This is an optimization exercise on Yosys and OpenROAD, whose aim is small area, a short achievable clock period and few clock cycles, not a production implementation. Function was checked by simulation only, so behaviour that the tests miss may differ from the original. No activity file was given, so power comes from the tool's default toggle rates.

Design bdm_codec, start of the top module:
module bdm_codec (
    input  wire         clk,
    input  wire         rst,
    input  wire         req_valid,
    output wire         req_ready,
    input  wire [7:0]   req,
    input  wire [7:0]   p0,
    input  wire [7:0]   p1,
    input  wire [39:0]  hdr,
    input  wire [8:0]   din_len,
    input  wire         din_valid,
    output wire         din_ready,
    input  wire [7:0]   din_data,
    output wire         dout_valid,
    input  wire         dout_ready,
    output wire [7:0]   dout_data,
    output wire         dout_last,
    output wire         done,
    output wire [3:0]   st,
    output wire [2:0]   cls,
    output wire [7:0]   rb,
    output wire         rf,
    output wire [7:0]   opc,
    output wire [7:0]   ctl,
    output wire [7:0]   len,
    output wire [191:0] fld,
    output wire [7:0]   fv
);
    localparam [3:0] ST_OK        = 4'h0,
                     ST_EMPTY     = 4'h1,
                     ST_TRUNC     = 4'h2,
                     ST_CHECKSUM  = 4'h3,
                     ST_LENGTH    = 4'h4,
                     ST_UNEXP_OPC = 4'h5,
                     ST_PAY_SHORT = 4'h6,
                     ST_TOO_LONG  = 4'h7,
                     ST_ILL_OP    = 4'h8,
                     ST_ILL_ENT   = 4'h9;
    reg         rr;          
    reg         dr;          
    reg         dv;          
    reg         dl;          
    reg  [7:0]  dd;          
    reg         dn;          
    reg         k_din;       
    reg         k_enc_hdr;   
    reg         k_enc_dat;   
  ...
Size in the first run: roughly 1300 cells after synthesis, roughly 220 flip-flops, about 340 I/O pins, ~11000 um^2 of cells after synthesis.
Settings: LEC_CHECK=0, ABC_AREA=1, CAP_MARGIN=20, CORE_MARGIN=2, CORE_UTILIZATION=40, CTS_BUF_LIST=sky130_fd_sc_hd__clkbuf_16, CTS_CLUSTER_DIAMETER=80, CTS_CLUSTER_SIZE=20, PLACE_DENSITY=0.75, SETUP_SLACK_MARGIN=3.55, SLEW_MARGIN=20; clock period 6.0 ns.
standard.sh (not shown) runs the stock make flow with config.mk's settings and CLKGATE_MAP_FILE= SYNTH_SCRIPT=/design/flow/synth_recipe.tcl, a recipe that flattens the netlist after the stock synthesis.
==> flow/flow/run.sh <==
#!/bin/bash
set -euo pipefail
export BUFFER_PORTS_ARGS="-buffer_cell sky130_fd_sc_hd__buf_1"
bash standard.sh > standard.log 2>&1
Testbench counts at the start, summed over its fixed seeds: cycles 26,864.
Edit:
PLACE_DENSITY = 0.7   (was 0.75)
SETUP_SLACK_MARGIN = 3.5   (was 3.55)
Design area decreases by 0.92%.
Synthesized cell count is unchanged.
Final cell count is about the same.
Total power increases by 0.31%.
First-iteration DRC count increases by 4.1%.
Edit:
CORE_UTILIZATION = 45   (was 40)
PLACE_DENSITY = 0.8   (was 0.7)
After rerunning: The changed run completed with no timing, DRC or antenna violations; via count went up by 0.90%; worst hold slack improves by 0.0073 ns; cell area is about the same; wire length went up by 0.94%; clock-buffer cell count went down by 1; register-to-register slack degrades by 0.05 ns; power went down by 0.77%.
Edit:
CORE_UTILIZATION = 40   (was 45)
PLACE_DENSITY = 0.75   (was 0.8)
SETUP_SLACK_MARGIN = 3.45   (was 3.5)
Outcome: The new run finished clean. Final cell count is higher by a few percent. Utilization falls by 6.1 points. Clock skew hardly moves. Hold slack is worse by 0.0054 ns. Clock-buffer cell count climbs by 1. First-iteration DRC count decreases by about a fifth. Setup slack got worse by 0.025 ns. Routed wire length came out higher by a few percent. Design area goes up slightly.

========
bdm_codec, a different RTL version from the one above (not shown whole).
For scale: roughly 1200 cells after synthesis, about 220 flip-flops, about 340 I/O pins.
==> flow/design.v (excerpt) <==
module bdm_codec (
    input  wire         clk,
    input  wire         rst,
    input  wire         req_valid,
    output wire         req_ready,
    input  wire [7:0]   req,
    input  wire [7:0]   p0,
    input  wire [7:0]   p1,
    input  wire [39:0]  hdr,
    input  wire [8:0]   din_len,
    input  wire         din_valid,
    output wire         din_ready,
    input  wire [7:0]   din_data,
    output wire         dout_valid,
    input  wire         dout_ready,
    output wire [7:0]   dout_data,
    output wire         dout_last,
    output wire         done,
    output wire [3:0]   st,
    output wire [2:0]   cls,
    output wire [7:0]   rb,
    output wire         rf,
    output wire [7:0]   opc,
    output wire [7:0]   ctl,
    output wire [7:0]   len,
    output wire [191:0] fld,
    output wire [7:0]   fv
);
    localparam [3:0] ST_OK        = 4'h0,
                     ST_EMPTY     = 4'h1,
                     ST_TRUNC     = 4'h2,
                     ST_CHECKSUM  = 4'h3,
                     ST_LENGTH    = 4'h4,
                     ST_UNEXP_OPC = 4'h5,
                     ST_PAY_SHORT = 4'h6,
                     ST_TOO_LONG  = 4'h7,
                     ST_ILL_OP    = 4'h8,
                     ST_ILL_ENT   = 4'h9;
    reg         rr;          
    reg         dr;          
  ...
clock: 6.0 ns
lec_check: 0
cap_margin: 20
core_margin: 2
core_utilization: 40
cts_buf_list: sky130_fd_sc_hd__clkbuf_8
setup_slack_margin: 3.4
slew_margin: 20
Scripts as last shown in full above: flow/flow/run.sh
Testbench counts at the start, summed over its fixed seeds: cycles 26,864.
Then changed:
Settings changed: ABC_AREA set to 1, CTS_BUF_LIST sky130_fd_sc_hd__clkbuf_8 to sky130_fd_sc_hd__clkbuf_16, CTS_CLUSTER_DIAMETER set to 80, CTS_CLUSTER_SIZE set to 20, SETUP_SLACK_MARGIN 3.4 to 3.5.
Power went down by about 0.34%; fmax went up by about 3.4%; sequential power went up by about 3%; register-to-register slack improves by 230 ps; setup slack improves by 85 ps; non-clock buffer count went down by 4; design area hardly moves; cell count went up by about 10%; routed wire length went down by about 2.3%; first-iteration DRC count went down by 4.5%; synthesized cell count went up by about 17%.

========
RTL: one of the versions met above, not the one the previous note started from.
Size: about 1300 cells after synthesis, ~340 I/O pins, ~11000 µm² of cells after synthesis.
==> flow/design.v (excerpt) <==
module bdm_codec (
    input  wire         clk,
    input  wire         rst,
    input  wire         req_valid,
    output wire         req_ready,
    input  wire [7:0]   req,
    input  wire [7:0]   p0,
    input  wire [7:0]   p1,
    input  wire [39:0]  hdr,
    input  wire [8:0]   din_len,
    input  wire         din_valid,
    output wire         din_ready,
    input  wire [7:0]   din_data,
    output wire         dout_valid,
    input  wire         dout_ready,
    output wire [7:0]   dout_data,
    output wire         dout_last,
    output wire         done,
    output wire [3:0]   st,
    output wire [2:0]   cls,
    output wire [7:0]   rb,
    output wire         rf,
    output wire [7:0]   opc,
    output wire [7:0]   ctl,
    output wire [7:0]   len,
    output wire [191:0] fld,
    output wire [7:0]   fv
);
Settings: LEC_CHECK=0, ABC_AREA=1, CAP_MARGIN=20, CORE_MARGIN=2, CORE_UTILIZATION=40, CTS_BUF_LIST=sky130_fd_sc_hd__clkbuf_8 sky130_fd_sc_hd__clkbuf_16, CTS_CLUSTER_DIAMETER=80, CTS_CLUSTER_SIZE=20, PLACE_DENSITY=0.7, SETUP_SLACK_MARGIN=3.5, SLEW_MARGIN=20; clock period 6.0 ns.
Scripts as last shown in full above: flow/flow/run.sh
Testbench counts at the start, summed over its fixed seeds: cycles 26,864.
Edit:
- CTS_BUF_LIST: sky130_fd_sc_hd__clkbuf_8 sky130_fd_sc_hd__clkbuf_16 -> sky130_fd_sc_hd__clkbuf_16
- PLACE_DENSITY: 0.7 -> 0.75
The changed run completed without violations. Synthesized cell count stays the same. Via count stays flat. Clock power hardly moves. Global-route usage went up by 0.47 points. Total power went down by about 0.6%.
Edit:
- CORE_UTILIZATION: 40 -> 45
- PLACE_DENSITY: 0.75 -> 0.7
Effect:
- power came out lower by about 0.38%
- clock power stays flat
- final area stays flat

-- static timing again, ports no longer ideal --
How much do the figures lean on ideal ports? The routed layouts below were timed once more, with nothing changed but the port constraints. Step 1 assumes that a clkbuf_16 drives the clock port and a buf_2 every other input. Step 2 times the ports against the registers' clock, not the clock port: input delays grow and output delays shrink by t, the midpoint of the rising clock arrivals with the driver on. Three values: ideal ports, drivers, drivers and shift; two values: the first two.
run	shift t [ns]	setup WS [ns]	latest minus earliest clock arrival (ns)	worst data-port slew with drivers (ns)
the first run of note 1	0.540	3.480 / 3.433 / 3.064	0.019 / 0.019	0.08
the second run of note 1	0.533	3.547 / 3.504 / 3.051	0.032 / 0.032	0.08
the third run of note 1	0.536	3.539 / 3.489 / 3.004	0.032 / 0.033	0.08
the fourth run of note 1	0.544	3.514 / 3.466 / 3.030	0.025 / 0.024	0.08
the first run of note 2	0.589	3.407 / 3.425 / 2.841	0.041 / 0.041	0.06
the second run of note 2	0.539	3.492 / 3.449 / 3.098	0.024 / 0.024	0.06
the first run of note 3	0.533	3.547 / 3.504 / 3.051	0.032 / 0.032	0.08
the second run of note 3	0.540	3.513 / 3.467 / 3.041	0.018 / 0.018	0.07
the third run of note 3	0.528	3.544 / 3.504 / 3.048	0.028 / 0.028	0.08
After both steps setup and hold are still met in every run listed. For the first run of note 2, which loses most, drivers alone change the setup slack by +0.018 ns; drivers and shift together by -0.566 ns.
